From an optimization exercise on the open Yosys and OpenROAD flow, aimed at small area, a short achievable clock period and few clock cycles; shortcuts taken in it are not production practice.
At most, simulation tests tie the RTL to the original design; equivalence was not proved.
No functional check of the RTL was part of run 4.
Power is estimated from default activity; no workload was simulated.

==> design.v <==
module corr_engine #(
    parameter TIMEOUT_TICKS = 10,
    parameter SEQ_RESET     = 0
) (
    input  wire       clk,
    input  wire       rst,           
    input  wire       cmd_valid,
    output wire       cmd_ready,
    input  wire [1:0] cmd_op,        
    input  wire [7:0] cmd_seq,       
    output reg        ev_valid,
    input  wire       ev_ready,
    output reg  [3:0] ev_code,
    output reg  [7:0] ev_seq
);
    localparam NE = TIMEOUT_TICKS;   
    localparam [1:0] OP_SEND    = 2'd0;
    localparam [1:0] OP_RESOLVE = 2'd1;
    localparam [1:0] OP_TICK    = 2'd2;
    localparam [3:0] EV_SEND_ACCEPTED = 4'h1;
    localparam [3:0] EV_SEND_REJECTED = 4'h2;
    localparam [3:0] EV_RESPONSE      = 4'h3;
    localparam [3:0] EV_TIMEOUT       = 4'h4;
    localparam [3:0] EV_UNMATCHED     = 4'hA;
    localparam [7:0] REASON_SEQ_BUSY  = 8'h01;
    integer i;
    genvar gr, gc;
    reg  [254:0] pend_valid;         
    reg  [7:0]   seq_ctr;
    reg          s_v;
    reg  [1:0]   s_op;
    reg  [7:0]   s_seq;
    reg          c_v;
    reg          c_send, c_res, c_tick;
    reg  [7:0]   c_seq;              
    reg  [15:0]  c_row, c_col;       
    reg          c_spec;             
    reg          last_rej;           
    reg          tk;                 
    reg          b_v;
    reg  [3:0]   b_code;
    reg  [7:0]   b_seq;
    reg  [7:0]   ctr_nx;             
    reg  [15:0]  m_reg;
    reg  [3:0]   m_row;
    reg  [7:0]   ep_start [0:NE-1];
    reg  [NE-1:0] ep_used;
    reg  [NE-1:0] ep_wrap;
    wire [255:0] vext = {1'b0, pend_valid};
    wire [15:0]  rowdata;
    generate
        for (gc = 0; gc < 16; gc = gc + 1) begin : g_rd
            wire [15:0] colbits;
            for (gr = 0; gr < 16; gr = gr + 1) begin : g_rb
                assign colbits[gr] = vext[16*gr + gc];
            end
            assign rowdata[gc] = |(colbits & c_row);
        end
    endgenerate
    wire hit_raw = |(rowdata & c_col);
    wire         xc_empty = !ep_used[0] || ep_wrap[1];
    wire [7:0]   xc_lo    = ep_wrap[0] ? seq_ctr : ep_start[0];
    wire [7:0]   xc_hi    = ep_start[1];
    wire [7:0]   xc_hm    = xc_hi - 8'd1;
    wire         xc_wrap  = (xc_lo >= xc_hi);
    wire         xc_hnz   = (xc_hi != 8'd0);
    reg          x_stale;
    reg          sa_d;               
    reg          ctr_chg;            
    reg          x_empty, x_wrap, x_hnz, x_jump;
    reg  [7:0]   x_lo, x_hm;
    reg  [3:0]   x_first, x_last;
    always @(posedge clk) begin
        x_empty <= xc_empty;
        x_wrap  <= xc_wrap;
        x_hnz   <= xc_hnz;
        x_lo    <= xc_lo;
        x_hm    <= xc_hm;
        x_first <= (xc_wrap && xc_hnz) ? 4'd0 : xc_lo[7:4];
        x_last  <= xc_wrap ? 4'd15 : xc_hm[7:4];
        x_jump  <= xc_wrap && (xc_hm[7:4] < xc_lo[7:4]);
    end
    wire [3:0]   r       = c_seq[7:4];
    wire [3:0]   r_next  = (x_jump && r == x_hm[7:4]) ? x_lo[7:4] : r + 4'd1;
    wire [15:0]  rmask;
    generate
        for (gc = 0; gc < 16; gc = gc + 1) begin : g_mask
            wire ge_lo = (r > x_lo[7:4]) || (r == x_lo[7:4] && gc >= x_lo[3:0]);
            wire le_hm = (r < x_hm[7:4]) || (r == x_hm[7:4] && gc <= x_hm[3:0]);
            assign rmask[gc] = x_wrap ? (ge_lo || (le_hm && x_hnz)) : (ge_lo && le_hm);
        end
    endgenerate
    reg          m_any;              
    reg  [3:0]   m_col;
    always @* begin
        m_col = 4'd0;
        for (i = 15; i >= 0; i = i - 1)
            if (m_reg[i]) m_col = i;
    end
    wire [15:0]  m_low    = 16'd1 << m_col;
    wire h_free    = !ev_valid || ev_ready;
    wire emit_to   = m_any && !b_v;
    wire exec_sr   = c_v && (c_send || c_res) && !m_any && !b_v;
    wire force_rej = c_spec && last_rej;
    wire hit       = hit_raw || (c_send && force_rej);
    wire send_try  = exec_sr && c_send && !force_rej;    
    wire send_ok   = send_try && !hit_raw;
    wire s_a       = send_try && ep_used[0] && (ep_wrap[0] || ctr_nx == ep_start[0] || ctr_nx == ep_start[1]);
    reg  [NE-1:0] f_hit;
    always @* begin
        for (i = 0; i < NE; i = i + 1)
            f_hit[i] = ctr_chg && (seq_ctr == ep_start[i]);
    end
    wire t_act     = c_v && c_tick && !x_stale;
    wire t_empty   = !tk && x_empty;
    wire t_rowok   = tk || (r == x_first);
    wire m_room    = !m_any;
    wire t_read    = t_act && !t_empty && t_rowok && m_room;
    wire t_reload  = t_act && !t_empty && !t_rowok;
    wire t_last    = t_read && (r == x_last);
    wire t_done    = (t_act && t_empty) || t_last;
    wire t_adv     = t_read && !t_last;
    wire c_nop     = c_v && !(c_send || c_res || c_tick);    
    wire c_done    = exec_sr || t_done || c_nop;
    wire c_load    = !c_v || c_done;
    assign cmd_ready = !s_v;
    wire   cmd_fire  = cmd_valid && !s_v;
    wire       n_v   = s_v || cmd_valid;
    wire [1:0] n_op  = s_v ? s_op  : cmd_op;
    wire [7:0] n_seq = s_v ? s_seq : cmd_seq;
    wire [7:0] ctr_inc  = ctr_nx;
    wire [7:0] ctr_inc2 = (ctr_nx == 8'd254) ? 8'd0 : ctr_nx + 8'd1;
    wire       ctr_step = send_try;                           
    wire [7:0] ctr_spec = ctr_step ? ctr_inc : seq_ctr;
    reg  [7:0] a_next;
    always @* begin
        if (c_load)
            a_next = (n_op == OP_SEND) ? ctr_spec :
                     (n_op == OP_TICK) ? {x_first, 4'd0} : n_seq;
        else if (t_reload)
            a_next = {x_first, 4'd0};
        else if (t_adv)
            a_next = {r_next, 4'd0};
        else
            a_next = c_seq;
    end
    wire [3:0] eh_code = m_any ? EV_TIMEOUT : c_send ? EV_SEND_REJECTED : EV_RESPONSE;
    wire [3:0] em_code = m_any ? EV_TIMEOUT : c_send ? EV_SEND_ACCEPTED : EV_UNMATCHED;
    wire [7:0] eh_seq  = m_any ? {m_row, m_col} : c_send ? REASON_SEQ_BUSY : c_seq;
    wire [7:0] em_seq  = m_any ? {m_row, m_col} : c_seq;
    wire [3:0] e_code  = hit ? eh_code : em_code;
    wire [7:0] e_seq   = hit ? eh_seq  : em_seq;
    wire [3:0] hh_code = b_v ? b_code : eh_code;
    wire [3:0] hm_code = b_v ? b_code : em_code;
    wire [7:0] hh_seq  = b_v ? b_seq  : eh_seq;
    wire [7:0] hm_seq  = b_v ? b_seq  : em_seq;
    wire        wen  = (exec_sr && !(c_send && force_rej)) || t_read;
    wire        wval = c_send && !rst;
    wire [15:0] wrow = {16{rst}} | ({16{wen}} & c_row);
    wire [15:0] wcol = {16{rst}} | (t_read ? rmask : c_col);
    generate
        for (gr = 0; gr < 16; gr = gr + 1) begin : g_wr
            for (gc = 0; gc < 16; gc = gc + 1) begin : g_wc
                if (16*gr + gc < 255) begin : g_bit
                    always @(posedge clk)
                        if (wrow[gr] && wcol[gc])
                            pend_valid[16*gr + gc] <= wval;
                end
            end
        end
    endgenerate
    always @(posedge clk) begin
        c_seq <= a_next;
        for (i = 0; i < 16; i = i + 1) begin
            c_row[i] <= (a_next[7:4] == i);
            c_col[i] <= (a_next[3:0] == i);
        end
        if (c_load) begin
            c_send <= (n_op == OP_SEND);
            c_res  <= (n_op == OP_RESOLVE);
            c_tick <= (n_op == OP_TICK);
            c_spec <= ctr_step;
        end
        if (cmd_fire && !c_load) begin
            s_op  <= cmd_op;
            s_seq <= cmd_seq;
        end
        if (exec_sr && c_send)
            last_rej <= hit;
        if (!b_v) begin
            b_code <= e_code;
            b_seq  <= e_seq;
        end
        if (t_read)
            m_row <= r;
        x_stale <= t_done || s_a || sa_d;
        sa_d    <= s_a;
        if (rst) begin
            s_v      <= 1'b0;
            c_v      <= 1'b0;
            tk       <= 1'b0;
            m_reg    <= 16'd0;
            m_any    <= 1'b0;
            seq_ctr  <= SEQ_RESET;
            ctr_nx   <= SEQ_RESET + 1;
            ev_valid <= 1'b0;
            b_v      <= 1'b0;
            ep_used  <= {NE{1'b0}};
            ep_wrap[NE-1]  <= 1'b0;
            ep_start[NE-1] <= SEQ_RESET;
            ctr_chg  <= 1'b0;
        end else begin
            if (c_load)
                c_v <= n_v;
            if (c_load && s_v)
                s_v <= 1'b0;
            else if (cmd_fire && !c_load)
                s_v <= 1'b1;
            if (t_reload || t_adv)
                tk <= 1'b1;
            else if (t_done)
                tk <= 1'b0;
            if (t_read) begin
                m_reg <= rowdata & rmask;
                m_any <= |(rowdata & rmask);
            end else if (emit_to) begin
                m_reg <= m_reg & ~m_low;
                m_any <= |(m_reg & ~m_low);
            end
            if (h_free) begin
                ev_valid <= b_v || emit_to || exec_sr;
                ev_code <= hit ? hh_code : hm_code;
                ev_seq  <= hit ? hh_seq  : hm_seq;
            end
            if (h_free)
                b_v <= 1'b0;
            else if (emit_to || exec_sr)
                b_v <= 1'b1;
            if (send_ok) begin
                seq_ctr <= ctr_inc;
                ctr_nx  <= ctr_inc2;
                ep_used[NE-1] <= 1'b1;
            end
            ctr_chg <= send_ok;
            if (!t_done)
                ep_wrap <= ep_wrap | f_hit;
            if (t_done) begin
                for (i = 0; i < NE-1; i = i + 1) begin
                    ep_start[i] <= ep_start[i+1];
                    ep_used[i]  <= ep_used[i+1];
                    ep_wrap[i]  <= ep_wrap[i+1] || f_hit[i+1];
                end
                ep_start[NE-1] <= seq_ctr;
                ep_used[NE-1]  <= 1'b0;
                ep_wrap[NE-1]  <= 1'b0;
            end
        end
    end
endmodule
==> flow/run.sh <==
#!/bin/bash
# The standard layout (the standard.sh, all steps), except that the
# buffers buffer_ports puts on every input and output port are
# sky130_fd_sc_hd__buf_2 cells instead of the tool's default choice.
# The full output of the flow goes to standard.log in this folder; the
# per-step tool logs stay under orfs/logs as standard.sh writes them.
export BUFFER_PORTS_ARGS="-buffer_cell sky130_fd_sc_hd__buf_2"
bash standard.sh > standard.log 2>&1
==> standard.sh <==
#!/bin/bash
# synth_recipe.tcl (not shown) runs the flow's synth.tcl, then flattens the netlist and writes it again
# the make line also repeats each setting of config.mk as NAME=value (left out here)
make -C /OpenROAD-flow-scripts/flow DESIGN_CONFIG=/design/flow/config.mk WORK_HOME=/design/flow/orfs CLKGATE_MAP_FILE= SYNTH_SCRIPT=/design/flow/synth_recipe.tcl "${@:-finish}"
==> config.mk <==
export PLATFORM = sky130hd
export DESIGN_NAME = corr_engine
export DESIGN_NICKNAME = corr_engine
export VERILOG_FILES = /design/flow/design.v
export SDC_FILE = /design/flow/constraint.sdc
export NUM_CORES = 4
export LEC_CHECK = 0
export CAP_MARGIN = 20
export CORE_MARGIN = 2
export CORE_UTILIZATION = 40
export SETUP_SLACK_MARGIN = 4.4
export SLEW_MARGIN = 20
==> constraint.sdc <==
create_clock -name core_clock -period 7.5 [get_ports {clk}]
set_input_delay 1.5000 -clock core_clock [delete_from_list [all_inputs] [get_ports {clk}]]
set_output_delay 1.5000 -clock core_clock [all_outputs]
set_load 0.01 [all_outputs]
==> results_dict.tcl, run 1 <==
set metrics [dict create \
    status "no timing/DRC/antenna violations" \
    ys_seq_area_share_pct 60.9 \
    gp_congestion 0.914 \
    yosysWarnings 2 \
    leakage_nw 9.31 \
    synth_ff_type "edfxtp_1" \
    drtIter0Drc 1643 \
    crit_fanout 49 \
    cts_tree "yes" \
    crit_slowest_cell "a21oi_2" \
    ys_async_sr_fraction_pct 0 \
    hold_buffers 0 \
    initial_core_util_pct 40.5 \
    cts.sinks 507 \
    synthCells 1991 \
    clock_path_buffers 3 \
    yosys-top-cells-area "edfxtp_1, dfxtp_1, nor2_1, a22o_1, xnor2_1" \
    stdcell_area_um2 26300 \
    vias 16247 \
    netSwitchingFraction_pct 26.6 \
    synth_xor_area_share_pct 4.21 \
    synth_cell_types 84 \
    path_cells "buf_4, buf_8, a21oi_2, buf_4, nor2_1" \
    slew_headroom_pct 11.7 \
    layout_commonest_cell "nor2_1" \
    synthMuxAreaShare_pct 2.54 \
    hold_path_class "flop to flop" \
    area_growth_pct 14.7 \
    final_cell_mix "nor2_1, edfxtp_1, dfxtp_1, a21oi_1, a22o_1" \
    dr.pass1.iters 5 \
    setup_viol 0 \
    die_h_um 243 \
    hpwl_um 39200 \
    cts_root_buf "clkbuf_16" \
    hold_start "sa_d$_DFF_P_" \
    nets 2046 \
    clock_insertion_delay_worst_skew_ns 0.62 \
    wl_met3_um 4410 \
    drive_gt1_share_pct 14.9 \
    fin_crit_ns 2.99 \
    worstPathRequired_ns 7.86 \
    htreeDepth 2 \
    p_int_mw 4.99 \
    arrival_ns 3.35 \
    grt_setup_unrepaired "true" \
    clkTransAtPathRegs_ns 0.06 \
    die_x_um 243 \
    viasPerCell 5.79 \
    total_power_mw 6.80 \
    yosysTopAreaCellShare_pct 49.7 \
    power.density_nw_per_um2 259 \
    antenna_found_initial 0 \
    drt-met1-wl_um 27000 \
    highest_layer "met4" \
    peakVddDrop_mv 0.173 \
    yosysTopAreaCell "edfxtp_1" \
    switchingPower_mw 1.81 \
    max_stage_delay_ns 0.71 \
    tightest_slew_ns 1.32 \
    cts_buffers 53 \
    antenna_left 0 \
    antenna_cells 0 \
    core.rowCount 87 \
    p_seq_share_pct 48.4 \
    first_global_vias 15980 \
    grt_first_pass_wirelength_um 96900 \
    pin_count 28 \
    synth_top_family_by_area "compound AO/OA/AOI/OAI gates" \
    route.detailed.drc 0 \
    drv_cap 0 \
    hold_viol_final 0 \
    yosys.area_share.simple_pct 13.3 \
    synth_compound_area_share_pct 13.7 \
    path_common_cell "buf_4" \
    utilization_pct 46.5 \
    grt.overflow.total 0 \
    grt_max_degree 256 \
    wl_um 63800 \
    critical_path_class "input port to flop" \
    die_area_um2 59200 \
    synth_adder_area_share_pct 1.36 \
    rr_startpoint "c_row[1]$_DFF_P_" \
    largest-register "pend_valid" \
    end_kind "flop" \
    p_clk_share_pct 37.2 \
    comb_power_share_pct 14.4 \
    setup_slack_ns 4.51 \
    detail_route.wl_per_cell_um 22.7 \
    period_share_pct 39.8 \
    skew_ns 0.0335 \
    fin_tns_setup_ns 0 \
    portBuffers 27 \
    fmax_ghz 0.335 \
    grtUsageTotal_pct 21.4 \
    largest_reg_flops 255 \
    routed-wl-met2_um 30600 \
    placed_cell_area_um2 23800 \
    syn_area_um2 22900 \
    synth_nets 2029 \
    ys_ff_latch 507 \
    cp-start-kind "input port" \
    syn_avg_cell_area_um2 11.5 \
    drv_slew 0 \
    critPathLaunch "rst" \
    core_um2 56500 \
    synth_edf_count 379 \
    dp_worst_setup_slack_ns 3.53 \
    top_regs "pend_valid x255, ep_start x80" \
]
[cell usage after synthesis (8+ instances only)]
library cell and instances:
nor2_1 394, edfxtp_1 379, dfxtp_1 128, clkbuf_1 85, a21oi_1 81, a22o_1 66
inv_1 65, xnor2_1 59, a221oi_1 58, o21ai_0 58, nand2_1 56, xor2_1 51
mux2i_1 48, buf_2 41, nor4_1 37, nand3_1 25, ha_1 24, a211oi_1 21
a22oi_1 21, nor3_1 21, nand4_1 20, and4_1 16, nand2b_1 16, a31oi_1 14
a211oi_2 12, o22ai_1 11, and3_1 10, buf_1 10, a21o_1 9, buf_6 9
mux2_2 9, o21a_1 9, and2_1 8
[power by group through the flow]
stage               clock, mW  sequential (mW)  combinational (mW)
floorplan                   0             3.31               0.552
global placement            0             3.34               0.812
finish                   2.53             3.29               0.978
global route             2.69             3.31                1.04
CTS                      2.58             3.29               0.905
detailed placement          0             3.35               0.822
[cell families (layout without fill, tap and decap cells)]
kind of cell / after synthesis / after routing
adders and majority gates: 25 / 25
muxes: 57 / 57
and+or+nand+nor: 650 / 652
xor gates and xnor gates: 110 / 110
AOI/OAI and AO/OA: 426 / 426
DFF: 507 / 507
buffers and inverters: 216 / 275
[layer usage]
| layer | track usage, % | vias up |
|---|---|---|
| met3 | 3.57 | 118 |
| li1 | - | 7394 |
| met4 | 7.36 | 0 |
| met1 | 28.4 | 8142 |
| met2 | 35.4 | 593 |
| met5 | 0 | - |
[path summary, 6_finish.rpt]
check / end / slack (ns) / cells past startpoint
setup / recovery: pend_valid[107]$_DFFE_PP_ / 4.51 / 5
hold / removal: x_stale$_DFF_P_ / 0.41 / 1
setup reg to reg: ctr_nx[2]$_SDFFE_PP0P_ / 4.52 / 11
hold reg to reg: x_stale$_DFF_P_ / 0.41 / 1
[critical path, delay by kind of cell]
kind / cells / cell delay, ns
buffers and inverters: 3 / 0.96
AOI/OAI and AO/OA: 1 / 0.71
and+or+nand+nor: 1 / 0.08
[metrics by stage]
stage / std cells / hold WS (ns)
5_1_grt: 2808 / 0.440
6_report: 2808 / 0.408
3_3_place_gp: 2672 / 0.403
3_5_place_dp: 2672 / 0.398
4_1_cts: 2790 / 0.410
2_1_floorplan: 1991 / 0.382
[repair_timing]
item | CTS | global route
setup endpoints to repair | 400 | 199
pin swaps | 21 | 21
setup buffers | 17 | 18
gates resized for setup | 50 | 47
gates cloned | 2 | 0
[layout make-up]
cell class | count | area (um2)
clock buffer | 73 | 1430
clock inverter | 26 | 235
fill | 5067 | 30200
inverter | 69 | 267
multi-input combinational | 1270 | 8440
sequential | 507 | 13900
tap | 756 | 946
timing repair buffer | 107 | 1000
Testbench counts, summed over its fixed seeds: cycles 25,242.
==> run 2: changes to the inputs <==
--- a/config.mk
+++ b/config.mk
@@ -9,4 +9,5 @@
 export CORE_MARGIN = 2
 export CORE_UTILIZATION = 40
+export CTS_BUF_LIST = sky130_fd_sc_hd__clkbuf_4 sky130_fd_sc_hd__clkbuf_8
 export SETUP_SLACK_MARGIN = 4.4
 export SLEW_MARGIN = 20
==> results_dict.tcl, run 2 <==
set metrics [dict create \
    drv_slew 0 \
    largest-register "pend_valid" \
    leakage_nw 9.51 \
    initial_core_util_pct 40.5 \
    synth_cell_types 84 \
    setup_viol 0 \
    detail_route.wl_per_cell_um 22.6 \
    ys_seq_area_share_pct 60.9 \
    crit_fanout 11 \
    wl_um 64900 \
    end_kind "flop" \
    clkTransAtPathRegs_ns 0.06 \
    utilization_pct 46.9 \
    antenna_found_initial 1 \
    synth_commonest_cells "nor2_1, edfxtp_1, dfxtp_1" \
    ys_async_sr_fraction_pct 0 \
    critical_path_class "flop to flop" \
    vias 16584 \
    gp_congestion 0.914 \
    yosysWarnings 2 \
    yosys-top-cells-area "edfxtp_1, dfxtp_1, nor2_1, a22o_1, xnor2_1" \
    cts.sinks 507 \
    fin_tns_setup_ns 0 \
    dp_worst_setup_slack_ns 3.53 \
    grt_max_degree 256 \
    htreeDepth 3 \
    layout_commonest_cell "nor2_1" \
    drtIter0Drc 1534 \
    die_area_um2 59200 \
    clock_path_buffers 3 \
    drive_gt1_share_pct 18.3 \
    cts_buffers 87 \
    synthCells 1991 \
    area_growth_pct 15.8 \
    final_cell_mix "nor2_1, edfxtp_1, dfxtp_1, clkbuf_8, a21oi_1" \
    core_um2 56500 \
    first_global_vias 16327 \
    fin_crit_ns 3.07 \
    yosysTopAreaCellShare_pct 49.7 \
    skew_ns 0.0382 \
    synth_edf_count 379 \
    whs_ns 0.416 \
    setup_slack_ns 4.43 \
    hpwl_um 39200 \
    largest_reg_flops 255 \
    cp-start-kind "flop" \
    die_h_um 243 \
    cts_root_buf "clkbuf_8" \
    ys_ff_latch 507 \
    yosysMostFrequentCell "nor2_1" \
    yosysTopAreaCell "edfxtp_1" \
    hold_buffers 0 \
    hold_viol_final 0 \
    clock_insertion_delay_worst_skew_ns 0.70 \
    core.rowCount 87 \
    drv_cap 0 \
    peakVddDrop_mv 0.125 \
    grt_setup_unrepaired "true" \
    grt_first_pass_wirelength_um 97900 \
    viasPerCell 5.78 \
    status "no timing/DRC/antenna violations" \
    top_regs "pend_valid x255, ep_start x80" \
    pin_count 28 \
    period_share_pct 41.0 \
    slew_headroom_pct 16.5 \
    synth_ff_type "edfxtp_1" \
    dr.pass1.iters 5 \
    worstPathRequired_ns 8.05 \
    route.detailed.drc 0 \
    arrival_ns 3.63 \
    syn_area_um2 22900 \
    fmax_ghz 0.325 \
    grt.overflow.total 0 \
    stdcell_area_um2 26500 \
    antenna_left 0 \
    synth_nets 2029 \
    grtUsageTotal_pct 21.6 \
    power.density_nw_per_um2 262 \
    hold_path_class "flop to flop" \
    nets 2079 \
    placed_cell_area_um2 23800 \
    die_x_um 243 \
    portBuffers 27 \
    syn_avg_cell_area_um2 11.5 \
    cts_tree "yes" \
    tightest_slew_ns 1.25 \
]
==> run 2: worst max-delay path: stages, from the launching register on <==
cell and delay (ns):
dfxtp_2 0.48, ha_1 0.29, nor2b_1 0.16, o31ai_4 0.33, a21oi_1 0.23, a211oi_1 0.45
a211oi_1 0.17, or4_1 0.54, nor3_1 0.19, a211oi_1 0.10
==> run 2: metal layers <==
layer / track usage, % / vias up / share of wire (%) / wire length, um
met3: 4.41 / 117 / 7.3 / 4770
met5: 0 / - / 0 / 0
met2: 35.8 / 647 / 48 / 31400
met4: 7.92 / 0 / 2.7 / 1750
met1: 27.9 / 8349 / 42 / 27000
li1: - / 7471 / - / -
==> run 2: final cells by class <==
cell class	instances	area, um2
multi-input cells	1270	8480
clock inverters	23	200
inverters	69	267
well taps	756	946
repair buffers	106	985
diodes	1	2.50
fillers	5080	30000
flip-flops and latches	507	13900
clock buffers	137	1690
==> run 2: kinds of logic after synthesis <==
group,share of synthesized area [%]
adders and majority gates,1.36
buffers and inverters,4.09
xor gates and xnor gates,4.21
and+or+nand+nor,13.3
DFF,60.9
muxes,2.54
AOI/OAI and AO/OA,13.7
==> run 2: path summary, 6_finish.rpt <==
| check | from | end | cells past startpoint | slack (ns) |
|---|---|---|---|---|
| setup reg to reg | c_seq[5]$_DFF_P_ | m_any$_SDFFE_PP0P_ | 9 | 4.43 |
| hold reg to reg | sa_d$_DFF_P_ | x_stale$_DFF_P_ | 1 | 0.42 |
| setup / recovery | c_seq[5]$_DFF_P_ | m_any$_SDFFE_PP0P_ | 9 | 4.43 |
| hold / removal | sa_d$_DFF_P_ | x_stale$_DFF_P_ | 1 | 0.42 |
==> run 2: power breakdown <==
group          leakage (nW)  internal (mW)  total (mW)  switching, mW
sequential             4.70           3.21        3.29         0.0824
combinational          3.80          0.359       0.975          0.616
clock                  1.01           1.51        2.68           1.17
total                  9.51           5.08        6.95           1.87
==> run 2: stage by stage <==
step	cells	power, mW
6_report	2869	6.95
5_1_grt	2869	7.20
3_5_place_dp	2672	4.17
4_1_cts	2848	6.91
3_3_place_gp	2672	4.15
2_1_floorplan	1991	3.87
==> run 2: repair_timing <==
item                       4_1_cts  5_1_grt
pin swaps                       18       22
setup buffers                   16       18
resized for setup               46       57
setup endpoints to repair      392      287
cloned                           0        2
==> run 3: changes to the inputs <==
==> run.sh (new file) <==
#!/bin/bash
# synth_recipe.tcl (not shown) runs the flow's synth.tcl, then flattens the netlist and writes it again
# the make line also repeats each setting of config.mk as NAME=value (left out here)
make -C /OpenROAD-flow-scripts/flow DESIGN_CONFIG=/design/flow/config.mk WORK_HOME=/design/flow/orfs CLKGATE_MAP_FILE= SYNTH_SCRIPT=/design/flow/synth_recipe.tcl finish
--- a/config.mk
+++ b/config.mk
@@ -9,5 +9,4 @@
 export CORE_MARGIN = 2
 export CORE_UTILIZATION = 40
-export CTS_BUF_LIST = sky130_fd_sc_hd__clkbuf_4 sky130_fd_sc_hd__clkbuf_8
 export SETUP_SLACK_MARGIN = 4.4
 export SLEW_MARGIN = 20
removed: flow/run.sh
removed: standard.sh
==> results_dict.tcl, run 3 <==
set metrics [dict create \
    synth_edf_count 379 \
    gp_congestion 0.903 \
    grt.overflow.total 0 \
    ys_seq_area_share_pct 60.9 \
    antenna_cells 0 \
    antenna_left 0 \
    placed_cell_area_um2 23800 \
    peakVddDrop_mv 0.209 \
    grt_setup_unrepaired "true" \
    hold_viol_final 0 \
    synth_nets 2029 \
    dp.cells 2668 \
    fin_cells 2809 \
    ys_ff_latch 507 \
    drive_gt1_share_pct 14.2 \
    grtUsageTotal_pct 21.4 \
    first_global_vias 15820 \
    die_x_um 243 \
    ys_async_sr_fraction_pct 0 \
    synth_ff_type "edfxtp_1" \
    critical_path_class "flop to flop" \
    crit_fanout 16 \
    skew_ns 0.0308 \
    status "no timing/DRC/antenna violations" \
    initial_core_util_pct 40.5 \
    syn_area_um2 22900 \
    largest-register "pend_valid" \
    yosysWarnings 2 \
    clkTransAtPathRegs_ns 0.07 \
    cts.sinks 507 \
    hpwl_um 39000 \
    viasPerCell 5.83 \
    end_kind "flop" \
    slew_headroom_pct 28.5 \
    tightest_slew_ns 1.07 \
    synth_cell_types 84 \
    syn_avg_cell_area_um2 11.5 \
    fmax_ghz 0.330 \
    dp_worst_setup_slack_ns 3.24 \
    fin_tns_setup_ns 0 \
    die_area_um2 59200 \
    hold_path_class "flop to flop" \
    final_cell_mix "nor2_1, edfxtp_1, dfxtp_1, a21oi_1, a22o_1" \
    nets 2047 \
    detail_route.wl_per_cell_um 23.0 \
    power.density_nw_per_um2 256 \
    worstPathRequired_ns 7.82 \
    cp-start-kind "flop" \
    portBuffers 27 \
    synthCells 1991 \
    top_regs "pend_valid x255, ep_start x80" \
    setup_viol 0 \
    hold_buffers 0 \
    core.rowCount 87 \
    grt_max_degree 131 \
    drtIter0Drc 1643 \
    synth_commonest_cells "nor2_1, edfxtp_1, dfxtp_1" \
    leakage_nw 9.36 \
    fin_crit_ns 3.03 \
    yosysMostFrequentCell "nor2_1" \
    drv_slew 0 \
    clock_insertion_delay_worst_skew_ns 0.62 \
    grt_first_pass_wirelength_um 96700 \
    area_growth_pct 15.8 \
    yosysTopAreaCellShare_pct 49.7 \
    cts_tree "yes" \
    cts_buffers 53 \
    arrival_ns 3.35 \
    die_h_um 243 \
    cts_root_buf "clkbuf_16" \
    setup_slack_ns 4.47 \
    vias 16373 \
    core_um2 56500 \
    layout_commonest_cell "nor2_1" \
    n_fill_cell 5124 \
    antenna_found_initial 0 \
    dr.pass1.iters 6 \
    period_share_pct 40.4 \
    yosysTopAreaCell "edfxtp_1" \
    wl_um 64700 \
    largest_reg_flops 255 \
    route.detailed.drc 0 \
    pin_count 28 \
    drv_cap 0 \
    yosys-top-cells-area "edfxtp_1, dfxtp_1, nor2_1, a22o_1, xnor2_1" \
    htreeDepth 2 \
    stdcell_area_um2 26500 \
    clock_path_buffers 3 \
]
## run 3: cell counts after synthesis
Identical to the previous run, type by type.
## run 3: what timing repair did
action                     4_1_cts  5_1_grt
buffers inserted                14       25
gates resized for setup         66       71
gates cloned                     2        1
setup endpoints to repair      539      321
pin swaps                       15       25
## run 3: per-layer routing
layer	GRT usage (%)	vias up	part of all wire, %
met5	0	-	0
met2	35.2	683	48
li1	-	7375	-
met4	6.66	0	2.7
met3	4.00	134	8.1
met1	28.6	8181	42
## run 3: power by group
part	internal, mW	switching [mW]
sequential	3.21	0.0871
clock	1.39	1.10
combinational	0.379	0.628
total	4.98	1.81
## run 3: area by class of cell
cell class                      instances  area (um2)  share of cell area [%]
Tap cell                              756         946                    3.57
Inverter                               69         264                   0.995
Multi-Input combinational cell       1271        8600                    32.4
Sequential cell                       507       14000                    52.6
Clock buffer                           79        1500                    5.67
Timing Repair Buffer                  107        1110                    4.18
Clock inverter                         20         141                   0.533
## run 3: final timing paths
kind,from,to,slack (ns),depth (start not counted)
setup / recovery,c_seq[6]$_DFF_P_,pend_valid[164]$_DFFE_PP_,4.47,10
hold / removal,sa_d$_DFF_P_,x_stale$_DFF_P_,0.42,1
setup reg to reg,c_seq[6]$_DFF_P_,pend_valid[164]$_DFFE_PP_,4.47,10
hold reg to reg,sa_d$_DFF_P_,x_stale$_DFF_P_,0.42,1
## run 3: kinds of logic (layout without fill, tap and decap cells)
family / count (synthesis) / after routing / share of synthesized area, %
multiplexers: 57 / 58 / 2.54
AO/OA/AOI/OAI: 426 / 426 / 13.7
flip-flops: 507 / 507 / 60.9
adder cells (fa/ha/maj): 25 / 25 / 1.36
buffers and inverters: 216 / 275 / 4.09
XOR/XNOR: 110 / 110 / 4.21
AND/OR/NAND/NOR: 650 / 652 / 13.3
## run 3: critical path: stages, from the launching register on
cell and delay [ns]:
dfxtp_2 0.48, ha_1 0.31, o21ai_1 0.23, a21oi_4 0.08, buf_4 0.15, o21ai_0 0.26, nand2_1 0.22, a211oi_1 0.60
a211oi_4 0.10, buf_12 0.19, nor2_1 0.13
## run 3: metrics by stage
| stage | utilization, % | total power [mW] | hold WS, ns |
|---|---|---|---|
| after floorplan | - | 3.87 | 0.382 |
| after global placement | 42.2 | 4.16 | 0.399 |
| after detailed placement | 42.2 | 4.18 | 0.403 |
| after CTS | 46.0 | 6.74 | 0.418 |
| after global routing | 46.9 | 7.03 | 0.457 |
| final | 46.9 | 6.79 | 0.417 |
==> run 4: changes to the inputs <==
--- a/design.v
+++ b/design.v
@@ -155,8 +155,11 @@
     wire [7:0] hh_seq  = b_v ? b_seq  : eh_seq;
     wire [7:0] hm_seq  = b_v ? b_seq  : em_seq;
+    reg         rst_q;
+    always @(posedge clk)
+        rst_q <= rst;
     wire        wen  = (exec_sr && !(c_send && force_rej)) || t_read;
-    wire        wval = c_send && !rst;
-    wire [15:0] wrow = {16{rst}} | ({16{wen}} & c_row);
-    wire [15:0] wcol = {16{rst}} | (t_read ? rmask : c_col);
+    wire        wval = c_send && !rst_q;
+    wire [15:0] wrow = {16{rst_q}} | ({16{wen}} & c_row);
+    wire [15:0] wcol = {16{rst_q}} | (t_read ? rmask : c_col);
     generate
         for (gr = 0; gr < 16; gr = gr + 1) begin : g_wr
==> flow/run.sh (new file) <==
#!/bin/bash
# The standard layout (the standard.sh, all steps), except that the
# buffers buffer_ports puts on every input and output port are
# sky130_fd_sc_hd__buf_2 cells instead of the tool's default choice.
# The full output of the flow goes to standard.log in this folder; the
# per-step tool logs stay under orfs/logs as standard.sh writes them.
export BUFFER_PORTS_ARGS="-buffer_cell sky130_fd_sc_hd__buf_2"
bash standard.sh > standard.log 2>&1
==> standard.sh (new file) <==
#!/bin/bash
# synth_recipe.tcl (not shown) runs the flow's synth.tcl, then flattens the netlist and writes it again
# the make line also repeats each setting of config.mk as NAME=value (left out here)
make -C /OpenROAD-flow-scripts/flow DESIGN_CONFIG=/design/flow/config.mk WORK_HOME=/design/flow/orfs CLKGATE_MAP_FILE= SYNTH_SCRIPT=/design/flow/synth_recipe.tcl "${@:-finish}"
removed: run.sh
==> results_dict.tcl, run 4 <==
set metrics [dict create \
    r2r_setup_slack_ns 4.45 \
    core.rowCount 87 \
    clkTransAtPathRegs_ns 0.07 \
    final_cell_mix "nor2_1, edfxtp_1, dfxtp_1, nand2_1, a21oi_1" \
    utilization_pct 46.7 \
    drv_slew 0 \
    path_cells "inv_1, ha_1, and4_2, and2_1, o21a_1, a21oi_1, nor2_1, a211oi_4, nor2_1" \
    clock_path_buffers 3 \
    synthCells 1986 \
    hold_viol_final 0 \
    synth_edf_count 379 \
    nets 2037 \
    ys_seq_area_share_pct 60.9 \
    core_um2 56600 \
    viasPerCell 5.72 \
    dp_worst_setup_slack_ns 3.36 \
    layout_commonest_cell "nor2_1" \
    fin_tns_setup_ns 0 \
    n_fill_cell 5173 \
    largest_reg_flops 255 \
    crit_fanout 16 \
    rr_endpoint "pend_valid[120]$_DFFE_PP_" \
    clock_insertion_delay_worst_skew_ns 0.62 \
    yosysTopAreaCell "edfxtp_1" \
    first_global_vias 15720 \
    yosysWarnings 2 \
    initial_core_util_pct 40.5 \
    die_area_um2 59300 \
    critPathCapture "pend_valid[120]$_DFFE_PP_" \
    leakage_nw 9.48 \
    vias 16023 \
    antenna_cells 0 \
    fmax_ghz 0.328 \
    worstPathRequired_ns 7.83 \
    tightest_slew_ns 0.971 \
    grt_max_degree 133 \
    grt_setup_unrepaired "false" \
    max_stage_delay_ns 0.65 \
    die_x_um 244 \
    syn_area_um2 22900 \
    reg2regPathDepth 9 \
    fin_crit_ns 3.05 \
    hold_buffers 0 \
    whs_path_depth 1 \
    top_regs "pend_valid x255, ep_start x80" \
    placed_cell_area_um2 23700 \
    setup_viol 0 \
    seq_area_um2 14000 \
    synth_ff_type "edfxtp_1" \
    hpwl_um 39400 \
    stdcell_area_um2 26400 \
    portBuffers 27 \
    dp.cells 2673 \
    syn_avg_cell_area_um2 11.6 \
    rr_startpoint "c_seq[4]$_DFF_P_" \
    route.detailed.drc 0 \
    gp_congestion 0.851 \
    end_kind "flop" \
    setup_slack_ns 4.45 \
    crit_slowest_cell "a211oi_4" \
    pin_count 28 \
    die_h_um 244 \
    antenna_found_initial 0 \
    drtIter0Drc 1467 \
    peakVddDrop_mv 0.180 \
    critical_path_class "flop to flop" \
    hold_path_class "flop to flop" \
    ys_ff_latch 508 \
    ys_async_sr_fraction_pct 0 \
    cts.sinks 508 \
    area_growth_pct 15.2 \
    power.density_nw_per_um2 312 \
    path_common_cell "nor2_1" \
    antenna_left 0 \
    largest-register "pend_valid" \
    cp-start-kind "flop" \
    whs_ns 0.418 \
    status "no timing/DRC/antenna violations" \
    multi_input_area_um2 8620 \
    synth_commonest_cells "nor2_1, edfxtp_1, dfxtp_1" \
    critPathLaunch "c_seq[4]$_DFF_P_" \
    synth_cell_types 80 \
    cts_buffers 54 \
    cts_root_buf "clkbuf_16" \
    grtUsageTotal_pct 21.1 \
    grt.overflow.total 0 \
    yosysMostFrequentCell "nor2_1" \
    detail_route.wl_per_cell_um 22.7 \
    total_power_mw 8.25 \
    fin_cells 2799 \
    drv_cap 0 \
    period_share_pct 40.7 \
    drive_gt1_share_pct 15.6 \
    skew_ns 0.0396 \
    yosysTopAreaCellShare_pct 49.6 \
    synth_nets 2024 \
    arrival_ns 3.38 \
    dr.pass1.iters 6 \
    yosys-top-cells-area "edfxtp_1, dfxtp_1, nor2_1, a22o_1, mux2i_1" \
    cts_tree "yes" \
    htreeDepth 2 \
    slew_headroom_pct 35.2 \
    grt_first_pass_wirelength_um 95800 \
    wl_um 63500 \
]
[run 4: how the worst min path moves through the flow]
stage | end | start | slack [ns]
finish | x_stale$_DFF_P_ | sa_d$_DFF_P_ | 0.42
detailed placement | x_stale$_DFF_P_ | sa_d$_DFF_P_ | 0.40
global placement | x_stale$_DFF_P_ | sa_d$_DFF_P_ | 0.40
global route | x_stale$_DFF_P_ | sa_d$_DFF_P_ | 0.44
CTS | x_stale$_DFF_P_ | sa_d$_DFF_P_ | 0.41
floorplan | x_empty$_DFF_P_ | ep_used[0]$_SDFFE_PP0P_ | 0.38
[run 4: area by class of cell]
cell class	instances	area share, %
Multi-Input combinational cell	1279	32.6
Clock buffer	77	5.87
Clock inverter	23	0.933
Sequential cell	508	52.9
Timing Repair inverter	1	0.0189
Timing Repair Buffer	101	3.29
Inverter	54	0.781
Tap cell	756	3.58
[run 4: cell families (layout without fill, tap and decap cells)]
group                    count (synthesis)  in the layout  share of synthesized area, %
buffers and inverters                  201            256                          4.16
adder cells (fa/ha/maj)                 24             24                          1.31
flip-flops                             508            508                          60.9
multiplexers                            61             61                          2.70
XOR/XNOR                               110            110                          4.20
AND/OR/NAND/NOR                        677            679                          13.6
AO/OA/AOI/OAI                          405            405                          13.2
[run 4: worst max-delay path, delay by kind of cell, from the launching register on]
kind                     cells  cell delay, ns
adder cells (fa/ha/maj)      1            0.31
flip-flops                   1            0.42
AND/OR/NAND/NOR              4            0.83
AO/OA/AOI/OAI                3            1.09
buffers and inverters        1            0.10
[run 4: what timing repair did]
action,4_1_cts,5_1_grt
resized for setup,72,58
pin swaps,13,13
gates cloned,3,0
buffers inserted,15,8
endpoints found under the setup margin,403,281
[run 4: layer usage]
metal  up-vias  wire length, um  GRT usage [%]
met3       119             3590           3.06
met2       488            30800           35.5
li1       7343                -              -
met5         -                0              0
met1      8073            27200           28.2
met4         0             1920           6.33
[run 4: where the power goes]
| part | switching [mW] | internal (mW) | leakage (nW) | total, mW |
|---|---|---|---|---|
| Combinational | 1.22 | 0.725 | 3.89 | 1.95 |
| Clock | 1.14 | 1.56 | 0.877 | 2.69 |
| Sequential | 0.199 | 3.41 | 4.71 | 3.61 |
| Total | 2.56 | 5.69 | 9.48 | 8.25 |
==> run 5: changes to the inputs <==
--- a/design.v
+++ b/design.v
@@ -38,4 +38,6 @@
     reg          last_rej;           
     reg          tk;                 
+    reg          t_ok;               
+    reg          t_lastrow;          
     reg          b_v;
     reg  [3:0]   b_code;
@@ -114,9 +116,9 @@
     wire t_act     = c_v && c_tick && !x_stale;
     wire t_empty   = !tk && x_empty;
-    wire t_rowok   = tk || (r == x_first);
+    wire t_rowok   = tk || t_ok;
     wire m_room    = !m_any;
     wire t_read    = t_act && !t_empty && t_rowok && m_room;
     wire t_reload  = t_act && !t_empty && !t_rowok;
-    wire t_last    = t_read && (r == x_last);
+    wire t_last    = t_read && t_lastrow;
     wire t_done    = (t_act && t_empty) || t_last;
     wire t_adv     = t_read && !t_last;
@@ -199,4 +201,13 @@
         x_stale <= t_done || s_a || sa_d;
         sa_d    <= s_a;
+        if (c_load) begin
+            t_ok      <= !x_stale && !(t_done || s_a || sa_d);
+            t_lastrow <= (x_first == x_last);
+        end else if (t_reload) begin
+            t_ok      <= 1'b1;
+            t_lastrow <= (x_first == x_last);
+        end else if (t_adv) begin
+            t_lastrow <= (r_next == x_last);
+        end
         if (rst) begin
             s_v      <= 1'b0;
==> results_dict.tcl, run 5 <==
set metrics [dict create \
    placed_cell_area_um2 23500 \
    grt_max_degree 106 \
    ys_seq_area_share_pct 62.1 \
    setup_slack_ns 4.47 \
    netSwitchingFraction_pct 26.8 \
    end_kind "flop" \
    clock_path_buffers 3 \
    initial_core_util_pct 40.3 \
    fmax_ghz 0.330 \
    cp-start-kind "flop" \
    core_um2 56100 \
    fin_cells 2771 \
    largest_reg_flops 255 \
    cts_buffers 52 \
    leakage_nw 8.99 \
    layout_commonest_cell "edfxtp_1" \
    peakVddDrop_mv 0.196 \
    comb_power_share_pct 13.7 \
    critical_path_class "flop to flop" \
    crit_fanout 17 \
    wl_um 62900 \
    clock_insertion_delay_worst_skew_ns 0.63 \
    yosysMostFrequentCell "edfxtp_1" \
    grt_setup_unrepaired "false" \
    viasPerCell 5.75 \
    top_regs "pend_valid x255, ep_start x80" \
    cts.sinks 510 \
    slew_headroom_pct 32.3 \
    grt.overflow.total 0 \
    die_area_um2 58400 \
    fin_tns_setup_ns 0 \
    clkTransAtPathRegs_ns 0.06 \
    status "no timing/DRC/antenna violations" \
    synth_commonest_cells "edfxtp_1, nor2_1, dfxtp_1" \
    skew_ns 0.0489 \
    synthCells 1973 \
    first_global_vias 15774 \
    largest-register "pend_valid" \
    worstPathRequired_ns 7.86 \
    yosysWarnings 2 \
    grtUsageTotal_pct 21.2 \
    nets 2012 \
    arrival_ns 3.39 \
    antenna_found_initial 0 \
    drtIter0Drc 1549 \
    total_power_mw 6.72 \
    core.rowCount 87 \
    portBuffers 27 \
    drv_slew 0 \
    hold_viol_final 0 \
    cpLargestDelayFamily "compound AO/OA/AOI/OAI gates" \
    die_h_um 242 \
    syn_avg_cell_area_um2 11.4 \
    p_seq_share_pct 49.9 \
    drive_gt1_share_pct 12.7 \
    ys_async_sr_fraction_pct 0 \
    route.detailed.drc 0 \
    path_cells "a22o_1, a221oi_1, and4_1, o22ai_1, nor4_4, buf_6, a31oi_4, o31a_1, mux2_2" \
    period_share_pct 40.4 \
    fin_crit_ns 3.03 \
    yosysTopAreaCell "edfxtp_1" \
    gp_congestion 0.892 \
    setup_viol 0 \
    yosysTopAreaCellShare_pct 50.7 \
    vias 15937 \
    max_stage_delay_ns 0.51 \
    synth_ff_type "edfxtp_1" \
    power.density_nw_per_um2 262 \
    syn_area_um2 22600 \
    tightest_slew_ns 1.01 \
    p_clk_share_pct 36.4 \
    antenna_left 0 \
    dp_worst_setup_slack_ns 3.34 \
    switchingPower_mw 1.80 \
    detail_route.wl_per_cell_um 22.7 \
    grt_first_pass_wirelength_um 96100 \
    dr.pass1.iters 7 \
    drv_cap 0 \
    hpwl_um 38500 \
    area_growth_pct 13.6 \
    synth_edf_count 381 \
    dp.cells 2656 \
    yosys-top-cells-area "edfxtp_1, dfxtp_1, nor2_1, a22o_1, a21oi_1" \
    antenna_cells 0 \
    cts_tree "yes" \
    hold_buffers 0 \
    crit_slowest_cell "dfxtp_2" \
    die_x_um 242 \
    final_cell_mix "edfxtp_1, nor2_1, dfxtp_1, nand2_1, a21oi_1" \
    critPathBufInv 1 \
    stdcell_area_um2 25600 \
    ys_ff_latch 510 \
    cts_root_buf "clkbuf_16" \
    pin_count 28 \
    htreeDepth 2 \
    p_int_mw 4.92 \
    synth_nets 2011 \
    hold_path_class "flop to flop" \
    synth_cell_types 74 \
]
-- run 5: changes by cell type after synthesis, moves of 13 or more --
cell,delta
buf_6,-13
nor3_1,-25
nor2_1,-31
a21oi_1,+24
nand2_1,+38
o21ai_0,+16
mux2i_1,-23
nor4_1,+19
-- run 5: layout make-up --
type	instances	area, um2
fillers	5040	30400
flip-flops and latches	510	14100
multi-input cells	1261	8090
clock buffers	74	1380
well taps	756	946
repair buffers	85	727
inverters	64	254
clock inverters	21	196
-- run 5: cell families after synthesis --
group	Yosys count	synth area share (%)
AND/OR/NAND/NOR	641	12.7
flip-flops	510	62.1
AO/OA/AOI/OAI	443	14.0
buffers and inverters	205	3.79
XOR/XNOR	112	4.34
multiplexers	38	1.73
adder cells (fa/ha/maj)	24	1.33
-- run 5: final timing paths --
check	start	endpoint	slack, ns	cells after the start
setup / recovery	c_row[4]$_DFF_P_	ev_seq[0]$_DFFE_PP_	4.47	9
hold / removal	sa_d$_DFF_P_	x_stale$_DFF_P_	0.44	1
setup reg to reg	c_row[4]$_DFF_P_	ev_seq[0]$_DFFE_PP_	4.47	9
hold reg to reg	sa_d$_DFF_P_	x_stale$_DFF_P_	0.44	1
-- run 5: per-layer routing --
| layer | wire length, um | global-route usage [%] |
|---|---|---|
| met3 | 4230 | 3.13 |
| met1 | 27200 | 29.2 |
| met2 | 29600 | 34.4 |
| met4 | 1900 | 7.14 |
| met5 | 0 | 0 |
-- run 5: through the flow --
step                util [%]  hold WS (ns)
detailed placement      41.9         0.431
CTS                     45.4         0.443
floorplan                  -         0.383
finish                  45.7         0.437
global route            45.7         0.454
global placement        41.8         0.425
-- run 5: what timing repair did --
item,CTS,global route
setup endpoints to repair,455,307
gates cloned,3,0
resized for setup,46,43
buffers inserted,12,4
pin swaps,15,7
-- run 5: power groups by stage --
| stage | Clock (mW) | Sequential [mW] | Combinational (mW) |
|---|---|---|---|
| 2_1_floorplan | 0 | 3.35 | 0.562 |
| 3_3_place_gp | 0 | 3.40 | 0.801 |
| 3_5_place_dp | 0 | 3.41 | 0.813 |
| 4_1_cts | 2.50 | 3.35 | 0.866 |
| 5_1_grt | 2.60 | 3.37 | 0.986 |
| 6_report | 2.45 | 3.35 | 0.918 |
Testbench counts of run 5, summed over its fixed seeds: cycles 25,325.
==> run 6: changes to the inputs <==
--- a/config.mk
+++ b/config.mk
@@ -9,4 +9,4 @@
 export CORE_MARGIN = 2
 export CORE_UTILIZATION = 40
-export SETUP_SLACK_MARGIN = 4.4
+export SETUP_SLACK_MARGIN = 4.55
 export SLEW_MARGIN = 20
==> results_dict.tcl, run 6 <==
set metrics [dict create \
    clkTransAtPathRegs_ns 0.06 \
    fin_tns_setup_ns 0 \
    synth_edf_count 381 \
    hold_buffers 0 \
    detail_route.wl_per_cell_um 23.2 \
    drive_gt1_share_pct 16.2 \
    yosysWarnings 2 \
    synth_ff_type "edfxtp_1" \
    largest_reg_flops 255 \
    p_int_mw 5.05 \
    hold_path_class "flop to flop" \
    rr_endpoint "ev_seq[0]$_DFFE_PP_" \
    layout_commonest_cell "edfxtp_1" \
    leakage_nw 9.28 \
    route.detailed.drc 0 \
    synth_commonest_cells "edfxtp_1, nor2_1, dfxtp_1" \
    grt_setup_unrepaired "true" \
    rr_startpoint "c_row[11]$_DFF_P_" \
    n_fill_cell 5025 \
    largest-register "pend_valid" \
    yosysTopAreaCellShare_pct 50.7 \
    fin_crit_ns 2.93 \
    grt_max_degree 256 \
    die_h_um 242 \
    comb_power_share_pct 14.8 \
    synthCells 1973 \
    worstPathRequired_ns 7.85 \
    antenna_found_initial 0 \
    cts_tree "yes" \
    end_kind "flop" \
    reg2regPathDepth 10 \
    first_global_vias 15769 \
    power.density_nw_per_um2 263 \
    netSwitchingFraction_pct 26.7 \
    setup_viol 0 \
    dr.pass1.iters 8 \
    arrival_ns 3.28 \
    antenna_cells 0 \
    vias 16228 \
    peakVddDrop_mv 0.191 \
    cp-start-kind "flop" \
    hold_start "sa_d$_DFF_P_" \
    core_um2 56100 \
    hold_viol_final 0 \
    seq_area_um2 14100 \
    antenna_left 0 \
    yosys-top-cells-area "edfxtp_1, dfxtp_1, nor2_1, a22o_1, a21oi_1" \
    die_x_um 242 \
    grtUsageTotal_pct 21.6 \
    status "no timing/DRC/antenna violations" \
    drv_cap 0 \
    hpwl_um 40300 \
    whs_path_depth 1 \
    area_growth_pct 16.3 \
    synth_cell_types 74 \
    clock_insertion_delay_worst_skew_ns 0.61 \
    core.rowCount 87 \
    switchingPower_mw 1.84 \
    cts_root_buf "clkbuf_16" \
    ys_async_sr_fraction_pct 0 \
    cts_buffers 54 \
    portBuffers 27 \
    ys_seq_area_share_pct 62.1 \
    critPathLaunch "c_row[11]$_DFF_P_" \
    drtIter0Drc 1726 \
    p_clk_share_pct 36.3 \
    die_area_um2 58400 \
    syn_area_um2 22600 \
    tightest_slew_ns 1.01 \
    wl_um 65300 \
    initial_core_util_pct 40.3 \
    critical_path_class "flop to flop" \
    utilization_pct 46.8 \
    yosysTopAreaCell "edfxtp_1" \
    viasPerCell 5.78 \
    drv_slew 0 \
    yosysMostFrequentCell "edfxtp_1" \
    fin_cells 2807 \
    period_share_pct 39.1 \
    dp.cells 2653 \
    top_regs "pend_valid x255, ep_start x80" \
    htreeDepth 2 \
    pin_count 28 \
    synth_nets 2011 \
    hold_end "x_stale$_DFF_P_" \
    slew_headroom_pct 32.5 \
    multi_input_area_um2 8310 \
    cts.sinks 510 \
    final_cell_mix "edfxtp_1, nor2_1, nand2_1, dfxtp_1, a21oi_1" \
    clock_path_buffers 3 \
    gp_congestion 0.895 \
    p_seq_share_pct 48.8 \
    grt_first_pass_wirelength_um 96500 \
    syn_avg_cell_area_um2 11.4 \
    skew_ns 0.0232 \
    nets 2044 \
    ys_ff_latch 510 \
    grt.overflow.total 0 \
    crit_fanout 13 \
    fmax_ghz 0.341 \
    r2r_setup_slack_ns 4.57 \
]
## run 6: cell counts after synthesis
Identical to the previous run, type by type.
## run 6: per-layer routing
layer | up-vias | part of all wire (%) | global-route usage, %
met3 | 139 | 6.8 | 4.08
met1 | 8151 | 43 | 29.5
li1 | 7353 | - | -
met4 | 0 | 3.3 | 7.73
met2 | 585 | 46 | 34.3
met5 | - | 0 | 0.0817
## run 6: stage by stage
step                worst slack, ns  instance area, um2  total power, mW  hold WS, ns
finish                         4.57               26300             6.89        0.437
global route                   4.47               26300             7.14        0.447
CTS                            4.52               25800             6.86        0.440
detailed placement             2.81               23500             4.24        0.426
global placement               2.95               23400             4.22        0.417
floorplan                      4.24               22600             3.91        0.383
## run 6: cells by family after synthesis
family          after synthesis  share of synthesized area, %
flops                       510                          62.1
mux                          38                          1.73
fa+ha+maj                    24                          1.33
compound gates              443                          14.0
xor+xnor                    112                          4.34
simple gates                641                          12.7
buf+inv                     205                          3.79
## run 6: worst max path at each step
| stage | to | slack (ns) | cells past startpoint |
|---|---|---|---|
| floorplan | ep_start[0][0]$_DFFE_PP_ | 4.24 | 3 |
| global placement | c_col[4]$_DFF_P_ | 2.95 | 10 |
| detailed placement | c_col[2]$_DFF_P_ | 2.81 | 10 |
| CTS | c_col[2]$_DFF_P_ | 4.52 | 10 |
| global route | m_any$_SDFFE_PP0P_ | 4.47 | 11 |
| finish | ev_seq[0]$_DFFE_PP_ | 4.57 | 10 |
## run 6: final cells by class
cell class                 instances  share of cell area (%)
inverter                          64                   0.981
multi-input combinational       1262                    31.6
clock inverter                    25                   0.648
clock buffer                      76                    5.66
timing repair buffer             114                    3.89
tap                              756                    3.60
sequential                       510                    53.6
## run 6: critical path: stages (launching register included)
cell	delay, ns
dfxtp_2	0.36
buf_8	0.18
a22o_1	0.21
a221oi_1	0.26
and4_2	0.32
o22ai_1	0.12
nor4_4	0.30
buf_6	0.20
a31oi_4	0.12
o31a_1	0.33
mux2_4	0.27
## run 6: power by group through the flow
stage | clock, mW | combinational [mW] | sequential [mW]
final | 2.50 | 1.02 | 3.37
after global routing | 2.67 | 1.09 | 3.38
after CTS | 2.56 | 0.934 | 3.36
after detailed placement | 0 | 0.818 | 3.42
after global placement | 0 | 0.807 | 3.41
after floorplan | 0 | 0.562 | 3.35
## run 6: timing repair
item / 4_1_cts / 5_1_grt
setup buffers: 26 / 23
gates resized for setup: 113 / 55
pin swaps: 26 / 20
cloned: 3 / 1
endpoints found under the setup margin: 473 / 350
==> run 7: changes to the inputs <==
--- a/config.mk
+++ b/config.mk
@@ -8,5 +8,5 @@
 export CAP_MARGIN = 20
 export CORE_MARGIN = 2
-export CORE_UTILIZATION = 40
+export CORE_UTILIZATION = 55
 export SETUP_SLACK_MARGIN = 4.55
 export SLEW_MARGIN = 20
==> results_dict.tcl, run 7 <==
set metrics [dict create \
    status "no timing/DRC/antenna violations" \
    synth_edf_count 381 \
    max_stage_delay_ns 0.41 \
    ys_ff_latch 510 \
    viasPerCell 6.25 \
    slew_headroom_pct 26.4 \
    grt_max_degree 138 \
    fmax_ghz 0.342 \
    yosysWarnings 2 \
    core.rowCount 74 \
    yosysTopAreaCellShare_pct 50.7 \
    cts_tree "yes" \
    hold_viol_final 0 \
    critPathLaunch "c_row[8]$_DFF_P_" \
    antenna_cells 0 \
    setup_viol 0 \
    hold_path_class "flop to flop" \
    layout_commonest_cell "edfxtp_1" \
    route.detailed.drc 0 \
    grtUsageTotal_pct 29.4 \
    dp_worst_setup_slack_ns 3.10 \
    largest_reg_flops 255 \
    power.density_nw_per_um2 267 \
    dr.pass1.iters 5 \
    peakVddDrop_mv 0.211 \
    die_x_um 207 \
    htreeDepth 2 \
    yosysTopAreaCell "edfxtp_1" \
    drtIter0Drc 1679 \
    tightest_slew_ns 1.09 \
    r2r_setup_slack_ns 4.58 \
    cp-start-kind "flop" \
    synth_ff_type "edfxtp_1" \
    crit_cells 10 \
    crit_fanout 11 \
    vias 16114 \
    nets 2041 \
    antenna_left 0 \
    gp_congestion 0.895 \
    end_kind "flop" \
    reg2regPathDepth 10 \
    path_common_cell "buf_6" \
    ys_seq_area_share_pct 62.1 \
    skew_ns 0.0292 \
    drv_cap 0 \
    area_growth_pct 15.6 \
    yosys-top-cells-area "edfxtp_1, dfxtp_1, nor2_1, a22o_1, a21oi_1" \
    utilization_pct 64.2 \
    drv_slew 0 \
    period_share_pct 38.9 \
    die_h_um 207 \
    seq_area_um2 14100 \
    hpwl_um 38700 \
    pin_count 28 \
    largest-register "pend_valid" \
    clkTransAtPathRegs_ns 0.06 \
    final_cell_mix "edfxtp_1, nor2_1, nand2_1, dfxtp_1, a21oi_1" \
    rr_endpoint "ev_seq[0]$_DFFE_PP_" \
    synthCells 1973 \
    die_area_um2 42700 \
    rr_startpoint "c_row[8]$_DFF_P_" \
    crit_slowest_cell "dfxtp_4" \
    multi_input_area_um2 8350 \
    top_regs "pend_valid x255, ep_start x80" \
    grt_setup_unrepaired "true" \
    setup_slack_ns 4.58 \
    critPathCapture "ev_seq[0]$_DFFE_PP_" \
    synth_cell_types 74 \
    cts_root_buf "clkbuf_16" \
    arrival_ns 3.26 \
    cts_buffers 52 \
    grt_first_pass_wirelength_um 93400 \
    hold_buffers 0 \
    core_um2 40600 \
    antenna_found_initial 0 \
    grt.overflow.total 0 \
    cts.sinks 510 \
    fin_crit_ns 2.92 \
    initial_core_util_pct 55.5 \
    clock_insertion_delay_worst_skew_ns 0.61 \
    critPathBufInv 2 \
    drive_gt1_share_pct 17.4 \
    wl_um 62800 \
    detail_route.wl_per_cell_um 24.3 \
    total_power_mw 6.97 \
    cpLargestDelayFamily "compound AO/OA/AOI/OAI gates" \
    syn_area_um2 22600 \
    n_fill_cell 3190 \
    syn_avg_cell_area_um2 11.4 \
    critical_path_class "flop to flop" \
    worstPathRequired_ns 7.84 \
    first_global_vias 15128 \
    leakage_nw 9.35 \
    yosysMostFrequentCell "edfxtp_1" \
    clock_path_buffers 3 \
    synth_commonest_cells "edfxtp_1, nor2_1, dfxtp_1" \
    ys_async_sr_fraction_pct 0 \
    path_cells "buf_6, a22o_1, a221oi_1, and4_4, o22ai_2, nor4_4, buf_6, a31oi_4, o31a_1, mux2_2" \
    synth_nets 2011 \
    portBuffers 27 \
    fin_tns_setup_ns 0 \
]
[run 7: cell counts after synthesis]
No cell type changed its count.
[run 7: logic make-up after synthesis]
logic type | count (synthesis) | share of synthesized area, %
simple gates | 641 | 12.7
flops | 510 | 62.1
compound gates | 443 | 14.0
buf+inv | 205 | 3.79
xor+xnor | 112 | 4.34
mux | 38 | 1.73
fa+ha+maj | 24 | 1.33
[run 7: where the power goes]
part | internal [mW] | total, mW | switching, mW | leakage (nW)
registers | 3.24 | 3.35 | 0.117 | 4.74
logic | 0.395 | 1.02 | 0.629 | 3.75
clock network | 1.50 | 2.59 | 1.09 | 0.861
[run 7: final cells by class]
class	instances	share of cell area, %
timing repair buffer	112	3.95
inverter	64	0.973
sequential	510	53.9
clock buffer	73	5.91
tap	532	2.55
multi-input combinational	1263	32.0
clock inverter	25	0.685
[run 7: worst min path at each step]
stage,start,end,slack (ns),depth (start not counted)
floorplan,ep_used[0]$_SDFFE_PP0P_,x_empty$_DFF_P_,0.38,1
global placement,sa_d$_DFF_P_,x_stale$_DFF_P_,0.42,1
finish,sa_d$_DFF_P_,x_stale$_DFF_P_,0.43,1
CTS,sa_d$_DFF_P_,x_stale$_DFF_P_,0.42,1
detailed placement,sa_d$_DFF_P_,x_stale$_DFF_P_,0.41,1
global route,sa_d$_DFF_P_,x_stale$_DFF_P_,0.45,1
[run 7: layer usage]
metal  up-vias  GRT usage, %  wire, um
li1       7330             -         -
met1      8034          42.9     27400
met2       657          46.1     28900
met3        93          4.33      4980
met4         0          8.37      1460
met5         -             0         0
[run 7: worst reg2reg max path, cell delays in order (launching register included)]
cell and delay (ns):
dfxtp_4 0.41, buf_6 0.19, a22o_1 0.24, a221oi_1 0.28, and4_4 0.36, o22ai_2 0.13, nor4_4 0.16, buf_6 0.17
a31oi_4 0.09, o31a_1 0.34, mux2_2 0.28
[run 7: per-stage QoR]
stage	hold WS, ns	std cells	instance area, um2
detailed placement	0.414	2436	23200
CTS	0.424	2569	25700
global placement	0.423	2436	23200
global route	0.453	2579	26100
floorplan	0.383	1973	22600
finish	0.425	2579	26100
[run 7: timing repair]
action / CTS / global route
setup endpoints to repair: 597 / 383
resized for setup: 109 / 72
pin swaps: 28 / 23
setup buffers: 31 / 9
gates cloned: 4 / 1
==> run 8: changes to the inputs <==
--- a/config.mk
+++ b/config.mk
@@ -9,4 +9,4 @@
 export CORE_MARGIN = 2
 export CORE_UTILIZATION = 55
-export SETUP_SLACK_MARGIN = 4.55
+export SETUP_SLACK_MARGIN = 4.45
 export SLEW_MARGIN = 20
==> results_dict.tcl, run 8 <==
set metrics [dict create \
    top_regs "pend_valid x255, ep_start x80" \
    gp_congestion 0.909 \
    fmax_ghz 0.336 \
    drv_slew 0 \
    grt_first_pass_wirelength_um 93000 \
    largest-register "pend_valid" \
    antenna_cells 0 \
    initial_core_util_pct 55.5 \
    synth_cell_types 74 \
    yosys-top-cells-area "edfxtp_1, dfxtp_1, nor2_1, a22o_1, a21oi_1" \
    syn_avg_cell_area_um2 11.4 \
    fin_tns_setup_ns 0 \
    cts_root_buf "clkbuf_16" \
    stdcell_area_um2 25600 \
    clock_insertion_delay_worst_skew_ns 0.62 \
    drv_cap 0 \
    core_um2 40600 \
    cts_buffers 52 \
    setup_viol 0 \
    die_h_um 207 \
    nets 2024 \
    synth_edf_count 381 \
    hpwl_um 39200 \
    ys_ff_latch 510 \
    pin_count 28 \
    antenna_found_initial 1 \
    seq_area_um2 14100 \
    path_cells "ha_1, nor2_1, a21oi_4, buf_4, nor2_1, a21oi_1, a221o_1, nor2_2, a211oi_4, buf_12, nor2_1" \
    syn_area_um2 22600 \
    worstPathRequired_ns 7.80 \
    end_kind "flop" \
    grt.overflow.total 0 \
    crit_fanout 16 \
    ys_async_sr_fraction_pct 0 \
    clock_path_buffers 3 \
    hold_buffers 0 \
    utilization_pct 63.1 \
    fin_crit_ns 2.98 \
    skew_ns 0.0241 \
    critical_path_class "flop to flop" \
    period_share_pct 39.7 \
    hold_path_class "flop to flop" \
    dp.cells 2434 \
    antenna_left 0 \
    grtUsageTotal_pct 29.5 \
    status "no timing/DRC/antenna violations" \
    ys_seq_area_share_pct 62.1 \
    crit_slowest_cell "a221o_1" \
    htreeDepth 2 \
    tightest_slew_ns 1.05 \
    yosysMostFrequentCell "edfxtp_1" \
    synthCells 1973 \
    total_power_mw 6.93 \
    final_cell_mix "edfxtp_1, nor2_1, dfxtp_1, nand2_1, a21oi_1" \
    drtIter0Drc 1902 \
    slew_headroom_pct 29.3 \
    cts.sinks 510 \
    placed_cell_area_um2 23200 \
    path_common_cell "nor2_1" \
    viasPerCell 6.27 \
    cp-start-kind "flop" \
    cts_tree "yes" \
    first_global_vias 15193 \
    synth_commonest_cells "edfxtp_1, nor2_1, dfxtp_1" \
    core.rowCount 74 \
    cpLargestDelayFamily "simple AND/OR/NAND/NOR gates" \
    grt_max_degree 256 \
    drive_gt1_share_pct 14.4 \
    largest_reg_flops 255 \
    layout_commonest_cell "edfxtp_1" \
    n_fill_cell 3229 \
    area_growth_pct 13.6 \
    hold_viol_final 0 \
    portBuffers 27 \
    die_x_um 207 \
    critPathBufInv 2 \
    peakVddDrop_mv 0.180 \
    fin_cells 2559 \
    leakage_nw 9.18 \
    synth_nets 2011 \
    power.density_nw_per_um2 270 \
    die_area_um2 42700 \
    wl_um 62800 \
    synth_ff_type "edfxtp_1" \
    detail_route.wl_per_cell_um 24.5 \
    clkTransAtPathRegs_ns 0.06 \
    dr.pass1.iters 8 \
    route.detailed.drc 0 \
    max_stage_delay_ns 0.44 \
    yosysTopAreaCellShare_pct 50.7 \
    multi_input_area_um2 8100 \
    arrival_ns 3.28 \
    grt_setup_unrepaired "true" \
    vias 16048 \
    yosysWarnings 2 \
    yosysTopAreaCell "edfxtp_1" \
]
-- run 8: cell counts after synthesis --
Identical to the previous run, type by type.
-- run 8: what timing repair did --
action                                  4_1_cts  5_1_grt
setup buffers                                15        9
resized for setup                            65       40
pin swaps                                    18       13
endpoints found under the setup margin      450      286
gates cloned                                  3        3
-- run 8: logic make-up (layout without fill, tap and decap cells) --
family	count (synthesis)	count (layout)	share of synthesized area [%]
compound gates	443	445	14.0
simple gates	641	643	12.7
buf+inv	205	255	3.79
xor+xnor	112	112	4.34
flops	510	510	62.1
fa+ha+maj	24	24	1.33
mux	38	38	1.73
-- run 8: worst paths after layout --
path         cells past startpoint              from                        to  slack (ns)
max                             11  c_seq[6]$_DFF_P_  pend_valid[61]$_DFFE_PP_        4.52
min                              1      sa_d$_DFF_P_           x_stale$_DFF_P_        0.43
max reg2reg                     11  c_seq[6]$_DFF_P_  pend_valid[61]$_DFFE_PP_        4.52
min reg2reg                      1      sa_d$_DFF_P_           x_stale$_DFF_P_        0.43
-- run 8: report_power, final --
part | switching, mW | total [mW] | internal [mW] | leakage (nW)
clock | 1.08 | 2.63 | 1.55 | 0.865
combinational | 0.600 | 0.940 | 0.340 | 3.58
sequential | 0.118 | 3.36 | 3.24 | 4.74
total | 1.80 | 6.93 | 5.13 | 9.18
-- run 8: cell type report --
type,count,share of cell area (%)
clock inverters,32,1.28
multi-input cells,1262,31.6
repair buffers,96,3.21
well taps,532,2.60
inverters,64,0.981
clock buffers,63,5.52
flip-flops and latches,510,54.8
-- run 8: metrics by stage --
stage / worst slack, ns / hold WS (ns)
after floorplan: 4.24 / 0.383
after global placement: 3.31 / 0.414
after detailed placement: 3.18 / 0.422
after CTS: 4.42 / 0.436
after global routing: 4.39 / 0.467
final: 4.52 / 0.433
-- run 8: per-layer routing --
| metal | track usage, % | wire length [um] | share of wire [%] | up-vias |
|---|---|---|---|---|
| li1 | - | - | - | 7302 |
| met1 | 43.0 | 27200 | 43 | 7989 |
| met2 | 45.2 | 28400 | 45 | 648 |
| met3 | 5.26 | 5550 | 8.8 | 107 |
| met4 | 8.95 | 1560 | 2.5 | 2 |
| met5 | 0 | 13 | 0.021 | - |

==> separate check: timing with driven ports <==
The results above use ideal ports. As a check the final layouts listed here were re-extracted and re-timed, cells and wires unchanged. Step 1: set_driving_cell puts a clkbuf_16 on clk and a buf_2 on each other input, an assumption about the parent block. Step 2 moves the port delays by t, midway between the first and last clock arrival at a register: inputs arrive t later, outputs are due t later. That takes back most of the time a late clock gives input paths. Three values: ideal ports, drivers, drivers and shift; two values: the first two.
| run | shift t [ns] | slack for setup (ns) | latest minus earliest clock arrival (ns) |
|---|---|---|---|
| run 1 | 0.668 | 4.513 / 4.518 / 3.878 | 0.036 / 0.036 |
| run 2 | 0.734 | 4.426 / 4.426 / 3.785 | 0.051 / 0.051 |
| run 3 | 0.665 | 4.474 / 4.466 / 3.846 | 0.031 / 0.031 |
| run 4 | 0.660 | 4.450 / 4.450 / 3.961 | 0.040 / 0.040 |
| run 5 | 0.666 | 4.469 / 4.469 / 4.207 | 0.049 / 0.049 |
| run 6 | 0.655 | 4.567 / 4.567 / 4.105 | 0.025 / 0.026 |
| run 7 | 0.651 | 4.579 / 4.579 / 4.106 | 0.030 / 0.030 |
| run 8 | 0.663 | 4.523 / 4.523 / 4.022 | 0.024 / 0.024 |
After both steps every run listed still meets setup and hold. For run 2, which loses most, drivers alone change the setup slack by 0.000 ns; drivers and shift together by -0.641 ns.
